This is an optimization exercise on Yosys and OpenROAD, whose aim is small area, not a production implementation. In this exercise RTL edits were held to simulation tests only and were not proved equivalent to the original. No activity file was given, so power comes from the tool's default toggle rates.

==> flow/design.v <==
module lamppwm (
    input  wire        clk,
    input  wire        por,
    input  wire        btn,
    input  wire        bg_tick,
    output wire        led,
    output wire        pwm_en,
    output wire        bg_run,
    output wire [1:0]  sleep_o,
    output wire        periph_clk_en,
    output wire [12:0] op_trace
);
    localparam [4:0]
        S_BOOT_BG     = 5'h01,
        S_SELFTEST_ON = 5'h04,
        S_SELFTEST_WT = 5'h05,
        S_SEI         = 5'h15,
        S_POLL        = 5'h06,
        S_DEBOUNCE    = 5'h07,
        S_ADVANCE     = 5'h08,
        S_DISPATCH    = 5'h09,
        S_PWM_OFF     = 5'h0B,
        S_REQ         = 5'h0D,
        S_ON_PWM      = 5'h0A,
        S_ON_DUTY     = 5'h0C,
        S_ARM         = 5'h0E,
        S_SELECT      = 5'h0F,
        S_DEEP_BG     = 5'h02,
        S_SLEEP       = 5'h10,
        S_WAKEUP      = 5'h11,
        S_WAKE_CLI    = 5'h12,
        S_WAKE_CLRF   = 5'h13,
        S_WAKE_DISARM = 5'h14,
        S_WAKE_BG     = 5'h03;
    localparam [2:0] M_OFF = 3'b000, M_ON = 3'b100, M_SLOW = 3'b101, M_FAST = 3'b111, M_FADE = 3'b110;
    reg [4:0]  seq;
    reg [2:0]  mode;
    reg        pwm_en_r;
    reg [7:0]  pwm_cnt;
    reg [2:0]  pwm_buf;    
    reg [1:0]  pwm_cmp;    
    reg        pwm_hi;     
    reg        pcif;
    reg        btn_prev;
    reg        bg_run_r;
    reg [11:0] dly;
    wire mode_off = !mode[2];    
    wire dly_end_16000 = (dly[0] && dly[1] && !dly[2] && dly[3] && !dly[5] && !dly[6] && !dly[7] && !dly[8] && pwm_cnt[0] && !pwm_cnt[3] && pwm_cnt[4] && pwm_cnt[6]);
    wire dly_end_3200  = (!dly[0] && !dly[1] && dly[2] && dly[3] && dly[4] && dly[5] && !dly[6] && !dly[7] && !dly[8] && dly[9] && dly[10] && !dly[11]);
    wire dly_end_16    = (!dly[0] && dly[1] && dly[3]);
    wire dly_end_2     = (dly[0]);
    wire wake     = pcif || (bg_run_r && bg_tick);
    wire pwm_wrap = (pwm_cnt[0] && pwm_cnt[1] && pwm_cnt[2] && pwm_cnt[3] && pwm_cnt[4] && pwm_cnt[5] && pwm_cnt[6] && !pwm_cnt[7]);    
    reg pwm_last;
    always @(*) begin
        case (pwm_cmp)
            2'b00:   pwm_last = (!pwm_cnt[0] && !pwm_cnt[1] && pwm_cnt[2] && !pwm_cnt[3] && !pwm_cnt[4] && pwm_cnt[5] && pwm_cnt[6] && !pwm_cnt[7]);    
            2'b10:   pwm_last = (!pwm_cnt[0] && pwm_cnt[1] && pwm_cnt[2] && !pwm_cnt[4] && !pwm_cnt[6] && !pwm_cnt[7]);    
            2'b11:   pwm_last = (!pwm_cnt[0] && !pwm_cnt[1] && pwm_cnt[2] && !pwm_cnt[4] && pwm_cnt[5]);     
            default: pwm_last = (pwm_cnt[1] && !pwm_cnt[2] && pwm_cnt[3] && pwm_cnt[7]);     
        endcase
    end
    always @(posedge clk) begin
        dly <= st_dly_clr ? 12'd0 : {~dly[10:0], ~(dly[11] ^ dly[0] ^ dly[1] ^ dly[7])};
    end
    always @(posedge clk) begin
        pwm_cnt <= pwm_cnt_clr ? 8'd0 : {~pwm_cnt[6:0], ~(pwm_cnt[7] ^ pwm_cnt[5] ^ pwm_cnt[4] ^ pwm_cnt[2])};
        if (pwm_load || pwm_wrap) begin
            pwm_cmp <= pwm_buf[1:0];
            pwm_hi  <= pwm_buf[2];    
        end else if (pwm_last) begin
            pwm_hi  <= 1'b0;
        end
    end
    always @(posedge clk) begin
        btn_prev <= btn;
    end
    wire wait_end = mode_off ? dly_end_16 : dly_end_2;
    wire seq_nxt0 = (!seq[0] && seq[2] && seq[3]) || (!seq[2] && mode_off && bg_run_r) || (!seq[0] && !seq[1] && seq[2]) || (!seq[0] && seq[1] && seq[4]) || (seq[1] && !seq[2] && !seq[3] && !seq[4]) || (!seq[0] && !seq[1] && wake) || (seq[0] && !seq[3] && !seq[4] && !dly_end_3200 && bg_run_r) || (!seq[0] && seq[2] && !btn) || (seq[0] && !seq[1] && !seq[2] && seq[4] && !wait_end) || (!seq[0] && !seq[1] && !seq[4]) || (!seq[1] && !seq[3] && !seq[4] && bg_run_r);
    wire seq_nxt1 = (!seq[0] && seq[1] && seq[2] && seq[3]) || (seq[0] && !seq[1] && seq[3]) || (seq[2] && seq[4]) || (seq[2] && seq[3] && mode_off) || (seq[0] && !seq[1] && seq[4] && wait_end) || (!seq[0] && seq[1] && !seq[2] && !seq[3]) || (!seq[0] && seq[1] && seq[2] && !btn) || (seq[0] && seq[1] && seq[2] && !seq[3] && !dly_end_3200);
    wire seq_nxt2 = (!seq[1] && seq[2] && !seq[4]) || (seq[0] && seq[1] && !seq[2] && !seq[3]) || (!seq[0] && seq[1] && seq[3]) || (!seq[1] && !seq[4] && !bg_run_r) || (seq[0] && !seq[1] && seq[2]) || (seq[1] && !seq[2] && seq[3] && bg_run_r) || (seq[0] && seq[2] && !seq[3] && !dly_end_3200) || (!seq[0] && seq[2] && !seq[4] && !btn);
    wire seq_nxt3 = (!seq[0] && !seq[2] && !seq[4]) || (!seq[2] && seq[3] && bg_run_r) || (!seq[1] && seq[3]) || (!seq[0] && seq[3]) || (seq[0] && seq[1] && seq[2] && !seq[3] && dly_end_3200) || (!seq[0] && seq[1] && !seq[4] && btn);
    wire seq_nxt4 = (seq[0] && seq[1] && seq[3] && !mode_off) || (!seq[2] && seq[4]) || (seq[1] && !bg_run_r) || (!seq[2] && !seq[3] && !mode_off) || (seq[0] && !seq[1] && !seq[3] && !seq[4] && dly_end_16000 && bg_run_r);
    wire st_dly_clr  = (!seq[0] && seq[2] && !seq[3] && !seq[4]) || (!seq[0] && !seq[1] && !seq[2] && !seq[3]);
    wire st_on_duty  = (!seq[0] && !seq[1] && seq[2] && seq[3]);
    wire st_debounce = (seq[0] && seq[1] && seq[2] && !seq[3]);
    wire st_selftest = (seq[0] && !seq[1] && seq[2] && !seq[3] && !seq[4]);
    wire st_clrf     = (seq[0] && seq[1] && seq[4]);
    wire sleeping    = (!seq[1] && !seq[2] && seq[4]);
    wire st_pstate   = (!seq[1] && !seq[2] && seq[4]) || (seq[0] && !seq[1] && seq[2] && seq[3]);
    wire pcie        = (!seq[0] && !seq[2] && !seq[3]) || (seq[3] && !bg_run_r) || (seq[0] && seq[1] && seq[2] && seq[3]) || (!seq[0] && seq[4]) || (!seq[2] && seq[4]);
    wire pwm_cnt_clr = (!seq[0] && seq[1] && !seq[2] && seq[3] && !pwm_en_r) || (!seq[0] && !seq[1] && !seq[3] && !seq[4]);
    wire pwm_load    = (!seq[0] && seq[1] && !seq[2] && seq[3] && !pwm_en_r);
    wire pwm_en_nxt  = (!seq[3] && pwm_en_r) || (!seq[1] && pwm_en_r) || (!seq[0] && seq[1] && !seq[2] && seq[3]) || (seq[2] && pwm_en_r);
    wire bg_run_nxt  = (seq[4] && bg_run_r) || (seq[2] && bg_run_r) || (seq[3] && bg_run_r) || (seq[0] && !seq[3] && !seq[4]);
    always @(posedge clk) begin
        if (por) begin
            seq      <= S_BOOT_BG;
            mode     <= M_OFF;
            pwm_en_r <= 1'b0;
            pwm_buf  <= M_OFF;
            pcif     <= 1'b0;
            bg_run_r <= 1'b0;
        end else begin
            seq      <= {seq_nxt4, seq_nxt3, seq_nxt2, seq_nxt1, seq_nxt0};
            pwm_en_r <= pwm_en_nxt;
            bg_run_r <= bg_run_nxt;
            if (st_debounce && dly_end_3200 && !btn)
                mode <= {!(mode[1] && !mode[0]), mode[0], mode[2] && !mode[1]};
            if (st_on_duty)
                pwm_buf <= mode;
            pcif <= (pcie && (btn != btn_prev)) || (pcif && !st_clrf);
        end
    end
    wire [4:0] opc = seq;
    wire [7:0] duty = {!mode[1] && !mode[0],          
                       !mode[0],                      
                       mode[1] || !mode[0],           
                       1'b1, 1'b1,                    
                       mode[1] || mode[0],            
                       !mode[1] || mode[0],           
                       mode[1] ^ mode[0]};            
    wire [7:0] arg = st_on_duty ? duty : {7'd0, mode_off && st_pstate};
    assign op_trace      = {opc, arg};
    assign led           = st_selftest || (pwm_en_r && pwm_hi);
    assign pwm_en        = pwm_en_r;
    assign bg_run        = bg_run_r;
    assign sleep_o       = {sleeping && mode_off, sleeping && !mode_off};
    assign periph_clk_en = !(sleeping && mode_off);
endmodule
Settings: LEC_CHECK=0, CAP_MARGIN=20, CORE_MARGIN=2, CORE_UTILIZATION=40, PLACE_DENSITY=0.6, SLEW_MARGIN=20; clock period 10.0 ns.
standard.sh (not shown) runs the stock make flow with config.mk's settings and CLKGATE_MAP_FILE= SYNTH_SCRIPT=/design/flow/synth_recipe.tcl, a recipe that flattens the netlist after the stock synthesis.
==> flow/flow/run.sh <==
#!/bin/bash
# The standard layout flow (standard.sh) with three changes:
# - synthesis maps the combinational logic for area (flow/synth.tcl);
# - the ports are buffered with the smallest buffer;
# - CTS inserts no dummy loads and uses small clock buffers.
# Each tool's full output goes to the ORFS logs; make's output to flow.log.
set -euo pipefail
sed "s#SYNTH_SCRIPT=[^ ]*#SYNTH_SCRIPT=$PWD/flow/synth.tcl#" standard.sh > own_standard.sh
grep -q "SYNTH_SCRIPT=$PWD/flow/synth.tcl" own_standard.sh
export BUFFER_PORTS_ARGS="-buffer_cell sky130_fd_sc_hd__buf_1"
export CTS_ARGS="-sink_clustering_enable -repair_clock_nets -dont_use_dummy_load -buf_list sky130_fd_sc_hd__clkbuf_4 -sink_clustering_size 12"
bash own_standard.sh > flow.log 2>&1
==> flow/flow/area.abc <==
strash
dch
amap
topo
==> flow/flow/synth.tcl <==
# The standard flow's synthesis script (synth_recipe.tcl) with two changes to the mapping
# of the combinational logic: ORFS's ABC step uses the area-oriented ABC
# script area.abc beside this file instead of ORFS's speed script, and
# adders are not extracted into half/full-adder cells first (ABC maps that
# logic itself). The registers, and everything else, are unchanged.
set own_abc_script [file join [file dirname [file normalize [info script]]] area.abc]
proc synth {args} { yosys synth -nofsm -noshare {*}$args }
proc abc {args} {
  set i [lsearch -exact $args -script]
  if { $i >= 0 } {
    lset args [expr { $i + 1 }] $::own_abc_script
  }
  yosys abc {*}$args
}
proc extract_fa {args} {}
source $::env(SCRIPTS_DIR)/synth.tcl
# left out here: clear keep_hierarchy, flatten, clean up, hide names made inside functions, write 1_2_yosys.v
Next try:
--- a/flow/design.v
+++ b/flow/design.v
@@ -42,32 +42,32 @@
     reg        pwm_hi;     
     reg        pcif;
     reg        btn_prev;
     reg        bg_run_r;
     reg [11:0] dly;
     wire mode_off = !mode[2];    
-    wire dly_end_16000 = (dly[0] && dly[1] && !dly[2] && dly[3] && !dly[5] && !dly[6] && !dly[7] && !dly[8] && pwm_cnt[0] && !pwm_cnt[3] && pwm_cnt[4] && pwm_cnt[6]);
-    wire dly_end_3200  = (!dly[0] && !dly[1] && dly[2] && dly[3] && dly[4] && dly[5] && !dly[6] && !dly[7] && !dly[8] && dly[9] && dly[10] && !dly[11]);
-    wire dly_end_16    = (!dly[0] && dly[1] && dly[3]);
+    wire dly_end_16000 = (!dly[0] && !dly[2] && !dly[3] && !dly[5] && dly[6] && dly[9] && dly[10] && !pwm_cnt[2] && !pwm_cnt[4] && pwm_cnt[5] && !pwm_cnt[6] && pwm_cnt[7]);
+    wire dly_end_3200  = (dly[0] && !dly[2] && dly[3] && dly[4] && !dly[5] && dly[6] && !dly[7] && dly[9] && !dly[10] && dly[11]);
+    wire dly_end_16    = (!dly[4] && dly[9]);
     wire dly_end_2     = (dly[0]);
     wire wake     = pcif || (bg_run_r && bg_tick);
     wire pwm_wrap = (pwm_cnt[0] && pwm_cnt[1] && pwm_cnt[2] && pwm_cnt[3] && pwm_cnt[4] && pwm_cnt[5] && pwm_cnt[6] && !pwm_cnt[7]);    
     reg pwm_last;
     always @(*) begin
         case (pwm_cmp)
-            2'b00:   pwm_last = (!pwm_cnt[0] && !pwm_cnt[1] && pwm_cnt[2] && !pwm_cnt[3] && !pwm_cnt[4] && pwm_cnt[5] && pwm_cnt[6] && !pwm_cnt[7]);    
-            2'b10:   pwm_last = (!pwm_cnt[0] && pwm_cnt[1] && pwm_cnt[2] && !pwm_cnt[4] && !pwm_cnt[6] && !pwm_cnt[7]);    
-            2'b11:   pwm_last = (!pwm_cnt[0] && !pwm_cnt[1] && pwm_cnt[2] && !pwm_cnt[4] && pwm_cnt[5]);     
-            default: pwm_last = (pwm_cnt[1] && !pwm_cnt[2] && pwm_cnt[3] && pwm_cnt[7]);     
+            2'b00:   pwm_last = (!pwm_cnt[0] && !pwm_cnt[1] && pwm_cnt[2] && !pwm_cnt[3] && !pwm_cnt[4] && !pwm_cnt[5] && pwm_cnt[6] && pwm_cnt[7]);    
+            2'b10:   pwm_last = (pwm_cnt[1] && pwm_cnt[2] && !pwm_cnt[3] && !pwm_cnt[4] && !pwm_cnt[6] && pwm_cnt[7]);    
+            2'b11:   pwm_last = (pwm_cnt[1] && !pwm_cnt[4] && !pwm_cnt[6] && pwm_cnt[7]);     
+            default: pwm_last = (pwm_cnt[0] && pwm_cnt[3] && !pwm_cnt[4]);     
         endcase
     end
     always @(posedge clk) begin
-        dly <= st_dly_clr ? 12'd0 : {~dly[10:0], ~(dly[11] ^ dly[0] ^ dly[1] ^ dly[7])};
+        dly <= st_dly_clr ? 12'd0 : {~dly[10:0], ~(dly[11] ^ dly[3] ^ dly[4] ^ dly[9])};
     end
     always @(posedge clk) begin
-        pwm_cnt <= pwm_cnt_clr ? 8'd0 : {~pwm_cnt[6:0], ~(pwm_cnt[7] ^ pwm_cnt[5] ^ pwm_cnt[4] ^ pwm_cnt[2])};
+        pwm_cnt <= pwm_cnt_clr ? 8'd0 : {~pwm_cnt[6:0], ~(pwm_cnt[7] ^ pwm_cnt[1] ^ pwm_cnt[2] ^ pwm_cnt[5])};
         if (pwm_load || pwm_wrap) begin
             pwm_cmp <= pwm_buf[1:0];
             pwm_hi  <= pwm_buf[2];    
         end else if (pwm_last) begin
             pwm_hi  <= 1'b0;
         end
- synthesized cell count came out lower slightly
- non-clock buffer count falls by 1
- cell area fell by a few percent
- via count went up slightly
- count of clock-buffer cells in the layout is unchanged
- worst hold slack degrades by 31 ps
- first-iteration DRC count falls by about a fifth

========
## run 1
lamppwm, a different RTL version from the one above (not shown whole).
Size: roughly 36 flip-flops, about 23 I/O pins, about 1600 um^2 of cells after synthesis.
Settings: LEC_CHECK=0, CAP_MARGIN=20, CORE_MARGIN=2, CORE_UTILIZATION=40, GPL_TIMING_DRIVEN=0, PLACE_DENSITY=0.6, SLEW_MARGIN=20; clock period 10.0 ns.
==> flow/flow/area.abc <==
strash
&get -n
&deepsyn -T 120
&put
dch
amap
topo
==> flow/flow/synth.tcl <==
# The standard flow's synthesis script (synth_recipe.tcl) with two changes to the mapping
# of the combinational logic: ORFS's ABC step uses the area-oriented ABC
# script area.abc beside this file instead of ORFS's speed script, and
# adders are not extracted into half/full-adder cells first (ABC maps that
# logic itself). area.abc first restructures the logic with &deepsyn (a
# 120-second search), then maps it for area. The registers, and everything
# else, are unchanged.
set own_abc_script [file join [file dirname [file normalize [info script]]] area.abc]
proc synth {args} { yosys synth -nofsm -noshare {*}$args }
proc abc {args} {
  set i [lsearch -exact $args -script]
  if { $i >= 0 } {
    lset args [expr { $i + 1 }] $::own_abc_script
  }
  yosys abc {*}$args
}
proc extract_fa {args} {}
source $::env(SCRIPTS_DIR)/synth.tcl
# left out here: clear keep_hierarchy, flatten, clean up, hide names made inside functions, write 1_2_yosys.v
Scripts as last shown in full above: flow/flow/run.sh
Edits applied to the flow inputs when going from run 1 to run 5:
-- flow/design.v --
<<< run 1, line 43
    reg        pcif;
    reg        btn_prev;
    reg        bg_run_r;
    reg [11:0] dly;
    wire mode_off   = !mode[2];    
>>> run 5, line 43
    reg        pcif;
    reg        btn_prev;
    reg [11:0] dly;
    wire mode_off   = !mode[2];    
<<< run 1, line 85
    end
    wire wait_end = mode_off ? dly_end_16 : dly_end_2;
    wire seq_nxt0 = (!seq[0] && seq[2] && seq[3]) || (!seq[2] && mode_off && bg_run_r) || (!seq[0] && !seq[1] && seq[2]) || (!seq[0] && seq[1] && seq[4]) || (seq[1] && !seq[2] && !seq[3] && !seq[4]) || (!seq[0] && !seq[1] && wake) || (seq[0] && !seq[3] && !seq[4] && !dly_end_3200 && bg_run_r) || (!seq[0] && seq[2] && !btn) || (seq[0] && !seq[1] && !seq[2] && seq[4] && !wait_end) || (!seq[0] && !seq[1] && !seq[4]) || (!seq[1] && !seq[3] && !seq[4] && bg_run_r);
    wire seq_nxt1 = (!seq[0] && seq[1] && seq[2] && seq[3]) || (seq[0] && !seq[1] && seq[3]) || (seq[2] && seq[4]) || (seq[2] && seq[3] && mode_off) || (seq[0] && !seq[1] && seq[4] && wait_end) || (!seq[0] && seq[1] && !seq[2] && !seq[3]) || (!seq[0] && seq[1] && seq[2] && !btn) || (seq[0] && seq[1] && seq[2] && !seq[3] && !dly_end_3200);
>>> run 5, line 84
    end
    wire wait_end = mode_off ? dly_end_16 : dly_end_2;
    wire bg_deep  = !dly[0];    
    wire seq_nxt0 = (!seq[0] && seq[2] && seq[3]) || (!seq[2] && mode_off && bg_run_r) || (!seq[0] && !seq[1] && seq[2]) || (!seq[0] && seq[1] && seq[4]) || (seq[1] && !seq[2] && !seq[3] && !seq[4]) || (!seq[0] && !seq[1] && wake) || (seq[0] && !seq[3] && !seq[4] && !dly_end_3200 && bg_run_r) || (!seq[0] && seq[2] && !btn) || (seq[0] && !seq[1] && !seq[2] && seq[4] && !wait_end) || (!seq[0] && !seq[1] && !seq[4]) || (!seq[1] && !seq[3] && !seq[4] && bg_run_r);
    wire seq_nxt1 = (!seq[0] && seq[1] && seq[2] && seq[3]) || (seq[0] && !seq[1] && seq[3]) || (seq[2] && seq[4]) || (seq[2] && seq[3] && mode_off) || (seq[0] && !seq[1] && seq[4] && wait_end) || (!seq[0] && seq[1] && !seq[2] && !seq[3]) || (!seq[0] && seq[1] && seq[2] && !btn) || (seq[0] && seq[1] && seq[2] && !seq[3] && !dly_end_3200);
<<< run 1, line 103
    wire buf_stale   = mode_off || (!seq[2] && seq[3] && pressed) || (!seq[0] && !seq[1] && !seq[4] && pressed);
    wire st_poll     = (!seq[0] && seq[1] && seq[2] && !seq[3]);
    wire bg_run_nxt  = (seq[4] && bg_run_r) || (seq[2] && bg_run_r) || (seq[3] && bg_run_r) || (seq[0] && !seq[3] && !seq[4]);
    always @(posedge clk) begin
        if (por) begin
>>> run 5, line 103
    wire buf_stale   = mode_off || (!seq[2] && seq[3] && pressed) || (!seq[0] && !seq[1] && !seq[4] && pressed);
    wire st_poll     = (!seq[0] && seq[1] && seq[2] && !seq[3]);
    wire bg_run_r    = !mode_off || (!seq[0] && !seq[4]) || (seq[3] && !bg_deep) || (seq[0] && seq[2]) || (!seq[1] && seq[3]);
    always @(posedge clk) begin
        if (por) begin
<<< run 1, line 110
            buf_on   <= 1'b0;
            pcif     <= 1'b0;
            bg_run_r <= 1'b0;
        end else begin
            seq      <= {seq_nxt4, seq_nxt3, seq_nxt2, seq_nxt1, seq_nxt0};
            bg_run_r <= bg_run_nxt;
            if (mode_step)
                mode <= {!(mode[1] && !mode[0]), mode[0], mode[2] && !mode[1]};
>>> run 5, line 110
            buf_on   <= 1'b0;
            pcif     <= 1'b0;
        end else begin
            seq      <= {seq_nxt4, seq_nxt3, seq_nxt2, seq_nxt1, seq_nxt0};
            if (mode_step)
                mode <= {!(mode[1] && !mode[0]), mode[0], mode[2] && !mode[1]};
<<< run 1, line 132
    assign op_trace      = {opc, arg};
    assign led           = st_selftest || (pwm_en && pwm_hi);
    assign bg_run        = bg_run_r;
    assign sleep_o       = {sleeping && mode_off, sleeping && !mode_off};
    assign periph_clk_en = !(sleeping && mode_off);
>>> run 5, line 130
    assign op_trace      = {opc, arg};
    assign led           = st_selftest || (pwm_en && pwm_hi);
    assign bg_run        = bg_run_r;    
    assign sleep_o       = {sleeping && mode_off, sleeping && !mode_off};
    assign periph_clk_en = !(sleeping && mode_off);
[diff] final non-filler cell area, run 5 relative to run 1: improvement
Compared with run 1, run 5 shows biggest cell delay along the critical path higher by 150 ps.
The higher power per standard cell area of run 5 and run 1 is in run 1.
Cmp run 5 and run 1 / signal arrival time at the worst endpoint / higher: run 5
A standard cell with the maximum stage delay on the critical path of sky130_fd_sc_hd__nor4_1 is what run 5 shows, while sky130_fd_sc_hd__dfxtp_1 belongs to run 1.
Between run 1 and run 5, switching part of the total power decreased.
| synthesis-to-layout area growth | run 5 vs run 1 | ≈ equal |
Relative to run 1, instance count of the mapped netlist has gone up in run 5.
Cmp run 5 and run 1 / area used by multi-input combinational logic / higher: run 1
From run 1 to run 5 the numbers moved as follows: wire length on met2 has decreased; worst hold slack after final layout rose by 7.4 ps; highest achievable clock rate down 8.5%; number of buffers and inverters on the critical path ~0 delta.

==> re-timing with driven ports <==
In the flow no input, the clock included, has a driving cell. The finished layouts below were timed again as built, in two steps. Step 1: set_driving_cell puts a clkbuf_16 on clk and a buf_2 on each other input, an assumption about the parent block. Step 2 adds t to the input delays and takes it off the output delays; t is the mean of the earliest and latest rising clock arrival at the registers after step 1. Input paths then give back, and output paths get back, about the clock's delay inside the block. a / b / c = ideal / step 1 / step 2; a / b = the first two.
run	shift t [ns]	setup WS [ns]	hold slack, ns	worst slew at a driven data input, ns	cell pins on the clock port's net
the first run of note 1	0.363	6.000 / 5.976 / 6.339	0.417 / 0.417 / 0.417	0.03	1
the second run of note 1	0.346	5.949 / 5.922 / 6.268	0.386 / 0.386 / 0.386	0.03	1
run 1	0.354	5.588 / 5.565 / 5.919	0.379 / 0.379 / 0.379	0.03	1
run 5	0.350	5.179 / 5.155 / 5.505	0.386 / 0.386 / 0.386	0.03	1
After both steps every run listed still meets setup and hold.
